Source: an optimization exercise on an open RTL-to-GDS flow (aim: small area). Production flows keep margins and buffers that such runs may drop.
In this exercise RTL edits were held to simulation tests only and were not proved equivalent to the original.
The clock port is modelled as an ideal driver; clocking choices that lean on that would not hold on a real chip.
No activity file was given, so power comes from the tool's default toggle rates.

==> design/flow/flow/run.sh <==
#!/bin/bash
# The standard layout (standard.sh, synth_recipe.tcl unchanged) with these
# settings changed:
#  - ABC maps the logic with an area-oriented script (flow/abc_area.script)
#    instead of ORFS's speed script: the design has 5 ns of slack to spare;
#  - the smallest buffer (buf_1) on every port;
#  - clock tree synthesis without dummy loads, and afterwards each clock
#    buffer is downsized as far as the clock-pin slew allows
#    (flow/downsize_clk.tcl, run as ORFS's POST_CTS_TCL hook);
#  - a denser floorplan and placement (CORE_UTILIZATION 80, PLACE_DENSITY
#    0.93), which shortens the clock and signal wires.
# Registers are mapped before ABC runs, so they are the standard synthesis's.
set -euo pipefail
W=$PWD
cat > "$W/flow_synth.tcl" <<EOF
# ORFS's synthesis through synth_recipe.tcl, with ABC's -script replaced.
proc abc {args} {
  set i [lsearch -exact \$args -script]
  if {\$i >= 0} { lset args [expr {\$i + 1}] $W/flow/abc_area.script }
  yosys abc {*}\$args
}
source $W/synth_recipe.tcl
EOF
bash standard.sh "SYNTH_SCRIPT=$W/flow_synth.tcl" "ADDER_MAP_FILE=" \
  "BUFFER_PORTS_ARGS=-buffer_cell sky130_fd_sc_hd__buf_1" \
  "CTS_ARGS=-sink_clustering_enable -repair_clock_nets -dont_use_dummy_load" \
  "POST_CTS_TCL=$W/flow/downsize_clk.tcl" "CORE_UTILIZATION=80" "PLACE_DENSITY=0.93" \
  finish > standard.log 2>&1
==> design/flow/flow/abc_area.script <==
strash
dch -f
amap -m
==> design/flow/flow/downsize_clk.tcl <==
proc dsc_max_clk_slew {} {
  set mx 0
  foreach p [get_pins -hierarchical */CLK] {
    foreach e {rise fall} {
      set s [get_property $p slew_max_$e]
      if {$s > $mx} { set mx $s }
    }
  }
  return $mx
}
set dsc_target 0.110
set dsc_sizes {sky130_fd_sc_hd__clkbuf_1 sky130_fd_sc_hd__clkbuf_2 sky130_fd_sc_hd__clkbuf_4 sky130_fd_sc_hd__clkbuf_8 sky130_fd_sc_hd__clkbuf_16}
set dsc_start sky130_fd_sc_hd__clkbuf_8
estimate_parasitics -placement
puts "clock buffer sizing: max clock pin slew [dsc_max_clk_slew] before"
set dsc_leaves {}
set dsc_upper {}
foreach inst [[ord::get_db_block] getInsts] {
  if {[lsearch -exact $dsc_sizes [[$inst getMaster] getName]] < 0} { continue }
  set upper 0
  foreach it [[[$inst findITerm X] getNet] getITerms] {
    set other [$it getInst]
    if {$other ne $inst && [lsearch -exact $dsc_sizes [[$other getMaster] getName]] >= 0} { set upper 1 }
  }
  if {$upper} { lappend dsc_upper $inst } else { lappend dsc_leaves $inst }
}
set dsc_all [concat $dsc_leaves $dsc_upper]
foreach inst $dsc_all {
  if {[[$inst getMaster] getName] ne $dsc_start} {
    replace_cell [get_cells [$inst getName]] [get_lib_cells $dsc_start]
  }
}
estimate_parasitics -placement
puts "clock buffer sizing: max clock pin slew [dsc_max_clk_slew] with all at clkbuf_8"
foreach inst $dsc_all {
  set orig [[$inst getMaster] getName]
  foreach cand $dsc_sizes {
    if {$cand eq $orig} { break }
    replace_cell [get_cells [$inst getName]] [get_lib_cells $cand]
    estimate_parasitics -placement
    if {[dsc_max_clk_slew] <= $dsc_target} { break }
    replace_cell [get_cells [$inst getName]] [get_lib_cells $orig]
    estimate_parasitics -placement
  }
  puts "clock buffer [$inst getName]: [[$inst getMaster] getName]"
}
puts "clock buffer sizing: max clock pin slew [dsc_max_clk_slew] after"
==> design/flow/standard.sh <==
#!/bin/bash
# synth_recipe.tcl (not shown) runs the flow's synth.tcl, then flattens the netlist and writes it again
# the make line also repeats each setting of config.mk as NAME=value (left out here)
make -C /OpenROAD-flow-scripts/flow DESIGN_CONFIG=/design/flow/config.mk WORK_HOME=/design/flow/orfs CLKGATE_MAP_FILE= SYNTH_SCRIPT=/design/flow/synth_recipe.tcl "${@:-finish}"
==> design/flow/config.mk <==
export PLATFORM = sky130hd
export DESIGN_NAME = btncore
export DESIGN_NICKNAME = btncore
export VERILOG_FILES = /design/flow/design.v
export SDC_FILE = /design/flow/constraint.sdc
export NUM_CORES = 4
export LEC_CHECK = 0
export CAP_MARGIN = 20
export CORE_MARGIN = 2
export CORE_UTILIZATION = 40
export SLEW_MARGIN = 20
==> design/flow/constraint.sdc <==
create_clock -name core_clock -period 10.0 [get_ports {clk}]
set_input_delay 2.0000 -clock core_clock [delete_from_list [all_inputs] [get_ports {clk}]]
set_output_delay 2.0000 -clock core_clock [all_outputs]
set_load 0.01 [all_outputs]
==> design/flow/design.v <==
module btncore_debounce (
    input  wire clk,
    input  wire rst,
    input  wire btn_n,
    input  wire service,
    output wire is_debouncing,
    output wire due
);
    localparam [5:0] DB_LOAD = 6'b000101;
    localparam [5:0] DB_POL  = 6'b101010;
    reg  [5:0] t;
    wire [5:0] s = t ^ DB_POL;
    wire idle = (s[5:1] == 5'd0);
    assign is_debouncing = ~idle;
    assign due = s[5] & ~s[3] & ~s[2] & ~s[1];
    wire accept = idle & s[0] & ~btn_n;
    wire [5:0] nxt = (rst | ((idle | service) & ~accept)) ? {5'd0, btn_n} :
                     accept                               ? DB_LOAD :
                     {s[4:0], s[5] ^ s[4]};
    always @(posedge clk)
        t <= nxt ^ DB_POL;
endmodule
module btncore_glyph (
    input  wire [3:0]  d,
    output wire [24:0] glyph
);
    assign glyph[0] = ~d[0] | d[1] | d[2] | d[3];
    assign glyph[1] = (~d[2] & ~d[0]) | (d[2] & d[0]) | d[1] | d[3];
    assign glyph[2] = d[0] | d[1] | ~d[2];
    assign glyph[3] = (~d[2] & ~d[0]) | (d[2] & d[0]) | d[1] | d[3];
    assign glyph[4] = ~d[0] | d[1] | d[2] | d[3];
    assign glyph[5] = (~d[1] & ~d[0]) | (d[2] & ~d[0]) | (d[2] & ~d[1]) | d[3];
    assign glyph[6] = (~d[3] & ~d[2] & ~d[1] & d[0]);
    assign glyph[7] = (~d[3] & ~d[2] & ~d[1] & d[0]);
    assign glyph[8] = 1'b0;
    assign glyph[9] = (~d[1] & ~d[0]) | (~d[2] & ~d[0]) | (d[1] & d[0]) | d[3];
    assign glyph[10] = ~d[0] | (d[2] & ~d[1]) | (~d[2] & d[1]) | d[3];
    assign glyph[11] = (d[1] & ~d[0]) | (d[2] & ~d[1]) | (~d[2] & d[1]) | d[3];
    assign glyph[12] = (d[1] & ~d[0]) | (~d[2] & d[0]) | (d[2] & ~d[1]) | d[3];
    assign glyph[13] = d[1] | d[2] | d[3];
    assign glyph[14] = ~d[0] | (d[2] & ~d[1]) | (~d[2] & d[1]) | d[3];
    assign glyph[15] = (d[1] & ~d[0]) | (~d[2] & ~d[0]);
    assign glyph[16] = 1'b0;
    assign glyph[17] = (~d[3] & ~d[2] & ~d[1] & d[0]) | (d[2] & d[1] & d[0]);
    assign glyph[18] = 1'b0;
    assign glyph[19] = (~d[1] & ~d[0]) | (d[2] & ~d[0]) | (~d[2] & d[1] & d[0]) | (d[2] & ~d[1]) | d[3];
    assign glyph[20] = (d[1] & ~d[0]) | (~d[2] & ~d[0]) | (d[2] & ~d[1] & d[0]) | (~d[2] & d[1]) | d[3];
    assign glyph[21] = (d[1] & ~d[0]) | (~d[1] & d[0]) | ~d[2];
    assign glyph[22] = d[0] | d[1] | ~d[2];
    assign glyph[23] = (d[1] & ~d[0]) | (~d[1] & d[0]) | ~d[2];
    assign glyph[24] = ~d[0] | (d[2] & ~d[1]) | (~d[2] & d[1]) | d[3];
endmodule
module btncore_tone (
    input  wire [3:0]  d,
    output wire [15:0] freq
);
    assign freq[0] = (d[1] & d[0]) | d[3];
    assign freq[1] = (d[1] & ~d[0]) | (~d[2] & ~d[1]) | (d[2] & d[1]);
    assign freq[2] = (d[2] & d[1] & ~d[0]) | (~d[2] & d[1] & d[0]) | (~d[3] & ~d[2] & ~d[1]);
    assign freq[3] = (d[3] & ~d[0]) | d[1] | d[2];
    assign freq[4] = (d[2] & ~d[1] & d[0]) | (~d[2] & d[1] & d[0]) | (d[3] & d[0]);
    assign freq[5] = (d[2] & d[1] & ~d[0]) | (~d[3] & ~d[1] & d[0]);
    assign freq[6] = (d[1] & ~d[0]) | (d[3] & ~d[0]) | (~d[2] & d[1]);
    assign freq[7] = (d[2] & ~d[0]) | (d[3] & d[0]) | (d[2] & ~d[1]);
    assign freq[8] = (d[1] & ~d[0]) | (d[2] & ~d[1]) | (~d[3] & ~d[2]);
    assign freq[9] = (d[2] & d[1] & d[0]) | d[3];
    assign freq[10] = 1'b0;
    assign freq[11] = 1'b0;
    assign freq[12] = 1'b0;
    assign freq[13] = 1'b0;
    assign freq[14] = 1'b0;
    assign freq[15] = 1'b0;
endmodule
module btncore_step (
    input  wire [3:0] d,
    output wire [3:0] t_inc,
    output wire [3:0] t_dec
);
    assign t_inc[0] = 1'b1;
    assign t_inc[1] = (~d[3] & d[0]);
    assign t_inc[2] = (d[1] & d[0]);
    assign t_inc[3] = (d[2] & d[1] & d[0]) | (d[3] & d[0]);
    assign t_dec[0] = 1'b1;
    assign t_dec[1] = (d[1] & ~d[0]) | (d[2] & ~d[0]) | (d[3] & ~d[0]);
    assign t_dec[2] = (d[2] & ~d[1] & ~d[0]) | (d[3] & ~d[0]);
    assign t_dec[3] = (~d[2] & ~d[1] & ~d[0]);
endmodule
module btncore_stage (
    input  wire clk,
    input  wire rst,
    input  wire arm,
    output wire fire
);
    localparam [5:0] ST_LOAD = 6'b001010;
    localparam [5:0] ST_POL  = 6'b101010;
    reg  [5:0] t;
    wire [5:0] s = t ^ ST_POL;
    assign fire = s[5] & ~s[4] & ~s[3] & ~s[2] & ~s[0];
    wire [5:0] nxt = rst ? 6'd0 :
                     arm ? ST_LOAD :
                     {s[4:0], (s[5] ^ s[4]) & ~fire};
    always @(posedge clk)
        t <= nxt ^ ST_POL;
endmodule
module btncore_silence (
    input  wire clk,
    input  wire rst,
    input  wire press,
    output wire fire
);
    wire [3:0] f;
    btncore_stage u_s0 (.clk(clk), .rst(rst), .arm(press), .fire(f[0]));
    btncore_stage u_s1 (.clk(clk), .rst(rst), .arm(f[0]),  .fire(f[1]));
    btncore_stage u_s2 (.clk(clk), .rst(rst), .arm(f[1]),  .fire(f[2]));
    btncore_stage u_s3 (.clk(clk), .rst(rst), .arm(f[2]),  .fire(f[3]));
    assign fire = f[3];
endmodule
module btncore (
    input  wire        clk,
    input  wire        rst,
    input  wire [1:0]  btn_n,
    output wire [3:0]  digit_o,
    output wire [24:0] glyph_o,
    output wire        render_stb_o,
    output wire        tone_on_o,
    output wire [15:0] tone_freq_o,
    output wire        tone_start_stb_o,
    output wire        tone_stop_stb_o,
    output wire        pwm_en_o,
    output wire        status_led_o,
    output wire [1:0]  is_debouncing_o,
    output wire [1:0]  irq_en_o
);
    localparam [6:0] BL_LOAD = 7'b0101010;
    localparam [6:0] BL_POL  = 7'b0101010;
    reg [3:0]  digit;
    reg [6:0]  blink;
    wire [6:0] bl = blink ^ BL_POL;
    reg        status_led;
    reg        tone_on;
    reg        pwm_en;
    reg        press_stb;
    reg        tone_stop_stb;
    wire [1:0] due;
    wire       ci = due[0];
    wire       cd = due[1] & ~due[0];
    btncore_debounce u_db_inc (
        .clk(clk), .rst(rst), .btn_n(btn_n[0]), .service(ci),
        .is_debouncing(is_debouncing_o[0]), .due(due[0])
    );
    btncore_debounce u_db_dec (
        .clk(clk), .rst(rst), .btn_n(btn_n[1]), .service(cd),
        .is_debouncing(is_debouncing_o[1]), .due(due[1])
    );
    wire press_inc = ci & ~btn_n[0];
    wire press_dec = cd & ~btn_n[1];
    wire press     = press_inc | press_dec;
    wire bf        = ~bl[5] & ~bl[3] & ~bl[2] & ~bl[1] & ~bl[0];
    wire [3:0] digit_tinc, digit_tdec;
    btncore_step u_step (.d(digit), .t_inc(digit_tinc), .t_dec(digit_tdec));
    wire [1:0] fire;
    btncore_silence u_sil_inc (.clk(clk), .rst(rst), .press(press_inc), .fire(fire[0]));
    btncore_silence u_sil_dec (.clk(clk), .rst(rst), .press(press_dec), .fire(fire[1]));
    wire silence = |fire;
    always @(posedge clk) begin
        if (rst) begin
            digit         <= 4'd0;
            blink         <= BL_LOAD ^ BL_POL;
            status_led    <= 1'b0;
            tone_on       <= 1'b0;
            pwm_en        <= 1'b0;
            press_stb     <= 1'b0;
            tone_stop_stb <= 1'b0;
        end else begin
            digit <= digit ^ ({4{press_inc}} & digit_tinc)
                           ^ ({4{press_dec}} & digit_tdec);
            if (press)
                tone_on <= 1'b1;
            else if (silence)
                tone_on <= 1'b0;
            if (press)
                pwm_en <= 1'b1;
            press_stb     <= press;
            tone_stop_stb <= silence;
            if (bf) begin
                blink      <= BL_LOAD ^ BL_POL;
                status_led <= ~status_led;
            end else begin
                blink      <= {bl[5:0], bl[6] ^ bl[0]} ^ BL_POL;
            end
        end
    end
    btncore_glyph u_glyph (.d(digit), .glyph(glyph_o));
    btncore_tone  u_tone  (.d(digit), .freq(tone_freq_o));
    assign digit_o          = digit;
    assign render_stb_o     = press_stb;
    assign tone_start_stb_o = press_stb;
    assign tone_on_o        = tone_on;
    assign tone_stop_stb_o  = tone_stop_stb;
    assign pwm_en_o         = pwm_en;
    assign status_led_o     = status_led;
    assign irq_en_o         = ~is_debouncing_o;
endmodule
==> impl_summary.log, run 1 <==
INFO  metric first_global_vias = 2142
INFO  metric warnings_from_yosys = 3
INFO  metric cpLargestDelayFamily = flip-flops
INFO  metric fp.dieArea = 0.00387 mm^2
INFO  metric cp.required = 8.00 ns
INFO  metric placement.io_buffers = 49
INFO  metric hold_path_class = flop to flop
INFO  metric die-height = 62.2 um
INFO  metric synth_area_per_cell = 8.47 um^2
INFO  metric grt_first_pass_wirelength = 9.38 mm
INFO  metric grt_start_max_net_pins = 24
INFO  metric cts_tree = yes
INFO  metric crit_arrival = 2.36 ns
INFO  metric synth_area = 0.00271 mm^2
INFO  metric most_frequently_used_cell_type_in_the_post_synthesis_netlist = sky130_fd_sc_hd__dfxtp_1
INFO  metric worstPathMaxFanout = 14
INFO  metric whs = 0.350 ns
INFO  metric clock_latency_on_the_worst_skew_pair = 0.47 ns
INFO  metric routed_wl = 5.50 mm
INFO  metric period_minus_slack = 4.36 ns
INFO  metric finish.cell_count_without_fillers = 411
INFO  metric detailedRoute.firstIterationViolations = 187
INFO  metric timing.critical_path.slowest_cell_delay = 0.61 ns
INFO  metric power_density = 163 mW/mm^2
INFO  metric worst_slew_pin_slew = 0.901 ns
INFO  metric netlist.area_leader.share = 0.561
INFO  metric cts_num_sinks = 76
INFO  metric p_total = 0.472 mW
INFO  metric post_synth_inst_count = 320
INFO  metric endpoint_kind = output pin
INFO  metric chipWidth = 62.2 um
INFO  metric initial_antenna_violation_count = 0
INFO  metric netlist_top_cells_count = sky130_fd_sc_hd__dfxtp_1, sky130_fd_sc_hd__nor2_1, sky130_fd_sc_hd__o21ai_0
INFO  metric route.antenna.remaining_nets = 0
INFO  metric cp.buffers_inverters = 2
INFO  metric slew_viol_final = 0
INFO  metric gp_congestion = 0.918
INFO  metric clk_pin_slew_worst_paths = 0.10 ns
INFO  metric grt_usage = 0.309
INFO  metric placed_cell_count = 402
INFO  metric layout_worst_path_cycle_share = 0.436
INFO  metric synth.top_cells.by_area = sky130_fd_sc_hd__dfxtp_1, sky130_fd_sc_hd__nor2_1, sky130_fd_sc_hd__buf_4, sky130_fd_sc_hd__o21ai_0, sky130_fd_sc_hd__nor3_1
INFO  metric vias = 2291
INFO  metric remaining_drc_errors = 0
INFO  metric crit_path_top_delay_cell = sky130_fd_sc_hd__dfxtp_1
INFO  metric max-slew-margin-rel = 0.394
INFO  metric iteration_count_of_the_initial_detailed_routing_pass = 5
INFO  metric achievable-frequency = 229 MHz
INFO  metric rows = 21
INFO  metric timing.final.ws_setup = 5.64 ns
INFO  metric unrepaired_setup_endpoints_after_global_routing = no
INFO  metric sum_of_negative_setup_slack = 0 ns
INFO  metric cell_area_reported_after_detailed_placement = 0.00283 mm^2
INFO  metric finish.net_count = 371
INFO  metric stdcell_area = 0.00289 mm^2
INFO  metric grt-ovfl-total = 0
INFO  metric antenna_cells_inserted = 0
INFO  metric synth-edff-count = 0
INFO  metric synthArstFlopShare = 0
INFO  metric yosysTopAreaCell = sky130_fd_sc_hd__dfxtp_1
INFO  metric p_leak = 1.08 nW
INFO  metric area_growth_syn_to_layout = 6.51%
INFO  metric synth_cell_type_count = 22
INFO  metric vias_per_cell = 5.57
INFO  metric worst_path_cell_chain = clkinv_1 > nor2_1 > o21ai_0 > or2_0 > buf_1
INFO  metric final_layout_size_suffix_gt1_frac = 0.0247
INFO  metric fin_util = 0.879
INFO  metric finalSetupViolations = 0
INFO  metric finClkSkew = 0.0540 ns
INFO  metric drv.max_cap_violation_count = 0
INFO  metric routed_wire_length_per_instance = 13.4 um
INFO  metric status = finished clean
INFO  metric timing_hold_violations_final = 0
INFO  metric detailedPlace.worstSlack = 5.88 ns
INFO  metric critical_path.startpoint_type = flop
INFO  metric core_area = 0.00328 mm^2
INFO  metric hpwlAfterDp = 4.06 mm
INFO  metric floorplan.initialDensity = 0.826
INFO  metric timing.setup.critical_path_class = flop to output pin
INFO  metric yosys_most_used_dff = sky130_fd_sc_hd__dfxtp_1
INFO  metric pin_count = 59
INFO  metric synth_seq_cells = 76
INFO  metric synth_sequential_area_ratio = 0.561
INFO  metric ir_drop = 144 uV
[layout make-up]
| type | instances | area (um^2) |
|---|---|---|
| Clock buffer | 9 | 62.6 |
| Fill cell | 182 | 397 |
| Inverter | 21 | 78.8 |
| Multi-Input combinational cell | 210 | 983 |
| Sequential cell | 76 | 1520 |
| Tap cell | 46 | 57.6 |
| Timing Repair Buffer | 49 | 184 |
[metal layers]
layer  vias up  GRT usage  wire length (um)
li1       1128          -                 -
met1      1072      0.368              2240
met2        77      0.552              2880
met3        14     0.0562               239
met4         0      0.125               134
met5         -          0                 0
[state kept, by name, summed over array words and instances, names as in the netlist]
register,count
blink,7
u_db_dec.t,6
u_db_inc.t,6
u_sil_dec.u_s0.t,6
u_sil_dec.u_s1.t,6
u_sil_dec.u_s2.t,6
u_sil_dec.u_s3.t,6
u_sil_inc.u_s0.t,6
u_sil_inc.u_s1.t,6
u_sil_inc.u_s2.t,6
u_sil_inc.u_s3.t,6
digit,4
press_stb,1
pwm_en,1
status_led,1
tone_on,1
tone_stop_stb,1
[where the power goes]
| group | leakage, nW | total [mW] | internal (mW) | switching [mW] |
|---|---|---|---|---|
| clock | 0.0405 | 0.122 | 0.0374 | 0.0846 |
| sequential | 0.617 | 0.313 | 0.309 | 0.00409 |
| combinational | 0.424 | 0.0369 | 0.0110 | 0.0259 |
| total | 1.08 | 0.472 | 0.357 | 0.115 |
[worst paths after layout]
check                                                  from                        endpoint  slack [ns]  cells after the start
worst max-delay path                    digit[0]$_SDFF_PP0_                     glyph_o[19]        5.64                      5
worst min-delay path            u_sil_inc.u_s2.t[1]$_DFF_P_  u_sil_inc.u_s2.t[2]$_SDFF_PP0_        0.35                      1
worst max register to register     u_db_inc.t[2]$_SDFF_PP0_             digit[1]$_SDFF_PP0_        7.54                      8
worst min register to register  u_sil_inc.u_s2.t[1]$_DFF_P_  u_sil_inc.u_s2.t[2]$_SDFF_PP0_        0.35                      1
[logic make-up after synthesis]
logic type	count (synthesis)	share of synthesized area
flops	76	0.561
compound gates	58	0.117
buf+inv	42	0.0872
other cells	1	0.00138
simple gates	143	0.233
[layout by cell type (no fill, tap or decap), types with 4 or more instances in the layout]
master | synthesis | routed
sky130_fd_sc_hd__dfxtp_1 | 76 | 76
sky130_fd_sc_hd__nor2_1 | 72 | 72
sky130_fd_sc_hd__buf_1 | 0 | 49
sky130_fd_sc_hd__o21ai_0 | 28 | 28
sky130_fd_sc_hd__clkinv_1 | 21 | 21
sky130_fd_sc_hd__nand2_1 | 21 | 21
sky130_fd_sc_hd__nor3_1 | 21 | 21
sky130_fd_sc_hd__a21oi_1 | 17 | 17
sky130_fd_sc_hd__conb_1 | 1 | 9
sky130_fd_sc_hd__nand2b_1 | 8 | 8
sky130_fd_sc_hd__nand3_1 | 8 | 8
sky130_fd_sc_hd__or2_0 | 8 | 8
sky130_fd_sc_hd__clkbuf_4 | 0 | 7
sky130_fd_sc_hd__o22ai_1 | 4 | 4
sky130_fd_sc_hd__a211oi_1 | 4 | 4
==> inputs of run 2 (changes only) <==
--- a/design/flow/flow/run.sh
+++ b/design/flow/flow/run.sh
@@ -8,7 +8,9 @@
 #    buffer is downsized as far as the clock-pin slew allows
 #    (flow/downsize_clk.tcl, run as ORFS's POST_CTS_TCL hook);
 #  - a denser floorplan and placement (CORE_UTILIZATION 80, PLACE_DENSITY
-#    0.93), which shortens the clock and signal wires.
+#    0.93), which shortens the clock and signal wires;
+#  - one tie cell for all the constant-0 outputs (SKIP_REPAIR_TIE_FANOUT),
+#    instead of one per output.
 # Registers are mapped before ABC runs, so they are the standard synthesis's.
 set -euo pipefail
 W=$PWD
@@ -25,4 +27,5 @@
   "BUFFER_PORTS_ARGS=-buffer_cell sky130_fd_sc_hd__buf_1" \
   "CTS_ARGS=-sink_clustering_enable -repair_clock_nets -dont_use_dummy_load" \
   "POST_CTS_TCL=$W/flow/downsize_clk.tcl" "CORE_UTILIZATION=80" "PLACE_DENSITY=0.93" \
+  "SKIP_REPAIR_TIE_FANOUT=1" \
   finish > standard.log 2>&1
==> impl_summary.log, run 2 <==
INFO  metric clock_latency_on_the_worst_skew_pair = 0.45 ns (-0.02 ns)
INFO  metric n_fill_cell = 196 (+7.7%)
INFO  metric sequentialPowerShare = 0.658 (-0.005)
INFO  metric synth_sequential_area_ratio = 0.561 (unchanged)
INFO  metric status = finished clean
INFO  metric vias_per_cell = 5.39 (-3.2%)
INFO  metric grt_usage = 0.278 (-0.0305)
INFO  metric synth_area = 0.00271 mm^2 (unchanged)
INFO  metric post_synth_inst_count = 320 (unchanged)
INFO  metric pin_count = 59 (unchanged)
INFO  metric whs = 0.389 ns (+0.0390 ns)
INFO  metric synth.top_cells.by_area = sky130_fd_sc_hd__dfxtp_1, sky130_fd_sc_hd__nor2_1, sky130_fd_sc_hd__buf_4, sky130_fd_sc_hd__o21ai_0, sky130_fd_sc_hd__nor3_1
INFO  metric p_comb_frac = 0.076 (-0.002)
INFO  metric grt-ovfl-total = 0 (unchanged)
INFO  metric number_of_flip_flops_under_the_largest_register_name = 7 (unchanged)
INFO  metric chipWidth = 62.2 um (unchanged)
INFO  metric yosysTopAreaCell = sky130_fd_sc_hd__dfxtp_1
INFO  metric critical_path.startpoint_type = flop
INFO  metric grt_start_max_net_pins = 24 (unchanged)
INFO  metric route.antenna.remaining_nets = 0 (unchanged)
INFO  metric routed_wl = 4.89 mm (-11%)
INFO  metric yosys_most_used_dff = sky130_fd_sc_hd__dfxtp_1
INFO  metric top_register = blink
INFO  metric die-height = 62.2 um (unchanged)
INFO  metric area_growth_syn_to_layout = 5.72%
INFO  metric fp.dieArea = 0.00387 mm^2 (unchanged)
INFO  metric cts_num_sinks = 76 (unchanged)
INFO  metric netlist.area_leader.share = 0.561 (unchanged)
INFO  metric synthArstFlopShare = 0 (unchanged)
INFO  metric worst_slew_pin_slew = 0.830 ns (-0.0716 ns)
INFO  metric reg2reg_to = digit[3]$_SDFF_PP0_
INFO  metric hold_path_class = flop to flop
INFO  metric initial_antenna_violation_count = 0 (unchanged)
INFO  metric sum_of_negative_setup_slack = 0 ns (unchanged)
INFO  metric clk_pin_slew_worst_paths = 0.08 ns (-0.02 ns)
INFO  metric warnings_from_yosys = 3 (unchanged)
INFO  metric grt_first_pass_wirelength = 8.58 mm (-8.5%)
INFO  metric synth-edff-count = 0 (unchanged)
INFO  metric ir_drop = 97.3 uV (-33%)
INFO  metric first_global_vias = 2038 (-4.9%)
INFO  metric final_layout_size_suffix_gt1_frac = 0.0252 (+0.000553)
INFO  metric netlist_top_cells_count = sky130_fd_sc_hd__dfxtp_1, sky130_fd_sc_hd__nor2_1, sky130_fd_sc_hd__o21ai_0
INFO  metric drv.max_cap_violation_count = 0 (unchanged)
INFO  metric p_clk_frac = 0.266 (+0.007)
INFO  metric flop_to_flop_setup_slack = 7.54 ns (about the same)
INFO  metric most_frequent_cells_in_the_layout = sky130_fd_sc_hd__dfxtp_1, sky130_fd_sc_hd__nor2_1, sky130_fd_sc_hd__buf_1
INFO  metric floorplan.initialDensity = 0.826 (unchanged)
INFO  metric power_density = 166 mW/mm^2 (+1.6%)
INFO  metric endpoint_kind = output pin
INFO  metric fin_util = 0.873 (-0.00648)
INFO  metric hpwlAfterDp = 3.54 mm (-13%)
INFO  metric gp_congestion = 0.864 (-5.9%)
INFO  metric unrepaired_setup_endpoints_after_global_routing = no
INFO  metric max-slew-margin-rel = 0.442 (+0.0482)
INFO  metric period_minus_slack = 4.23 ns (-0.132 ns)
INFO  metric timing_hold_violations_final = 0 (unchanged)
INFO  metric core_area = 0.00328 mm^2 (unchanged)
INFO  metric synth_area_per_cell = 8.47 um^2 (unchanged)
INFO  metric layout.cells.most_common = sky130_fd_sc_hd__dfxtp_1
INFO  metric achievable-frequency = 236 MHz (+3.1%)
INFO  metric intPower = 0.363 mW (+1.7%)
INFO  metric crit_arrival = 2.23 ns (-0.13 ns)
INFO  metric p_leak = 1.06 nW (-2.1%)
INFO  metric rr_startpoint = u_db_inc.t[2]$_SDFF_PP0_
INFO  metric worstRegToRegCells = 8 (unchanged)
INFO  metric cp.required = 8.00 ns (about the same)
INFO  metric finClkSkew = 0.0280 ns (-0.0260 ns)
INFO  metric switching_share = 0.236 (-0.00660)
INFO  metric timing.setup.critical_path_class = flop to output pin
INFO  metric worst_hold_startpoint = u_sil_dec.u_s2.t[1]$_DFF_P_
INFO  metric synth_seq_cells = 76 (unchanged)
INFO  metric rows = 21 (unchanged)
INFO  metric finalSetupViolations = 0 (unchanged)
INFO  metric finish.net_count = 363 (-2.2%)
INFO  metric detailedRoute.firstIterationViolations = 229 (+22%)
INFO  metric slew_viol_final = 0 (unchanged)
INFO  metric antenna_cells_inserted = 0 (unchanged)
INFO  metric remaining_drc_errors = 0 (unchanged)
INFO  metric vias = 2174 (-5.1%)
INFO  metric min_delay_worst_endpoint = u_sil_dec.u_s2.t[2]$_SDFF_PP0_
INFO  metric most_frequently_used_cell_type_in_the_post_synthesis_netlist = sky130_fd_sc_hd__dfxtp_1
INFO  metric routed_wire_length_per_instance = 12.1 um (-9.3%)
INFO  metric synth_cell_type_count = 22 (unchanged)
INFO  metric placement.io_buffers = 49 (unchanged)
INFO  metric worst_hold_path.num_cells = 1 (unchanged)
INFO  metric iteration_count_of_the_initial_detailed_routing_pass = 4 (-1)
INFO  metric layout_worst_path_cycle_share = 0.423 (-0.0132)
INFO  metric switchingPower = 0.112 mW (-1.9%)
INFO  metric worstPathMaxFanout = 14 (unchanged)
INFO  metric cts_tree = yes
==> run 2: cell count changes in the layout (fill, tap and decap cells not counted) <==
cell	delta
sky130_fd_sc_hd__clkbuf_2	-1
sky130_fd_sc_hd__clkbuf_8	+1
sky130_fd_sc_hd__conb_1	-8
==> run 2: power groups by stage <==
| stage | Clock [mW] | Sequential [mW] | Combinational [mW] |
|---|---|---|---|
| final | 0.127 | 0.313 | 0.0360 |
| after floorplan | 0 | 0.319 | 0.0318 |
| after detailed placement | 0 | 0.320 | 0.0361 |
| after global placement | 0 | 0.319 | 0.0346 |
| after global routing | 0.141 | 0.314 | 0.0405 |
==> run 2: critical path, cell delays in order, from the launching register on <==
cell and delay [ns]:
sky130_fd_sc_hd__dfxtp_1 0.60, sky130_fd_sc_hd__clkinv_1 0.41, sky130_fd_sc_hd__nor2_1 0.30, sky130_fd_sc_hd__o21ai_0 0.13
sky130_fd_sc_hd__or2_0 0.23, sky130_fd_sc_hd__buf_1 0.12
==> run 2: worst max-delay path by stage <==
stage / cells after the start / endpoint / slack (ns) / startpoint
detailed placement: 6 / u_db_inc.t[0]$_DFF_P_ / 5.92 / rst
floorplan: 4 / glyph_o[19] / 6.41 / digit[0]$_SDFF_PP0_
finish: 5 / glyph_o[19] / 5.77 / digit[0]$_SDFF_PP0_
global placement: 6 / u_db_inc.t[0]$_DFF_P_ / 6.06 / rst
global route: 5 / glyph_o[19] / 5.47 / digit[0]$_SDFF_PP0_
==> run 2: through the flow <==
stage / cells / instance area [um^2] / power (mW) / worst slack, ns
after floorplan: 320 / 2710 / 0.350 / 6.41
after global routing: 403 / 2870 / 0.495 / 5.47
final: 403 / 2870 / 0.475 / 5.77
after detailed placement: 394 / 2800 / 0.356 / 5.92
after global placement: 394 / 2800 / 0.354 / 6.06
==> run 2: cells by family (layout without fill, tap and decap cells) <==
| kind of cell | Yosys count | count (layout) | share of synthesized area |
|---|---|---|---|
| and+or+nand+nor | 143 | 143 | 0.233 |
| DFF | 76 | 76 | 0.561 |
| buffers and inverters | 42 | 79 | 0.0872 |
| AOI/OAI and AO/OA | 58 | 58 | 0.117 |
| other | 1 | 1 | 0.00138 |
==> run 2: routing by layer <==
layer | wire [um] | vias up | track usage
li1 | - | 1120 | -
met1 | 2110 | 974 | 0.326
met2 | 2430 | 76 | 0.473
met3 | 334 | 4 | 0.0870
met4 | 19 | 0 | 0.119
met5 | 0 | - | 0
==> run 2: layout make-up <==
| class | instances | area, um^2 | share of cell area |
|---|---|---|---|
| flip-flops and latches | 76 | 1520 | 0.531 |
| multi-input cells | 202 | 953 | 0.333 |
| repair buffers | 49 | 184 | 0.0642 |
| inverters | 21 | 78.8 | 0.0275 |
| clock buffers | 9 | 71.3 | 0.0249 |
| well taps | 46 | 57.6 | 0.0201 |

## port drivers added, routing unchanged
The results above use ideal ports. As a check the final layouts listed here were re-extracted and re-timed, cells and wires unchanged. Step 1 (the two cells are an assumption about what drives the block):
set clk [get_ports {clk}]
set_driving_cell -lib_cell sky130_fd_sc_hd__clkbuf_16 $clk
set_driving_cell -lib_cell sky130_fd_sc_hd__buf_2 [delete_from_list [all_inputs] $clk]
Step 2 adds t to the input delays and takes it off the output delays; t is the mean of the earliest and latest rising clock arrival at the registers after step 1. Input paths then give back, and output paths get back, about the clock's delay inside the block. Slacks: no drivers / after step 1 / after step 2; pairs: no drivers / after step 1.
run	shift t [ns]	setup WS [ns]	worst hold slack (ns)	worst register clock-pin slew, ns
run 1	0.470	5.636 / 5.609 / 5.838	0.350 / 0.350 / 0.350	0.11 / 0.11
run 2	0.460	5.768 / 5.743 / 5.917	0.389 / 0.389 / 0.389	0.11 / 0.11
After both steps every run listed still meets setup and hold.
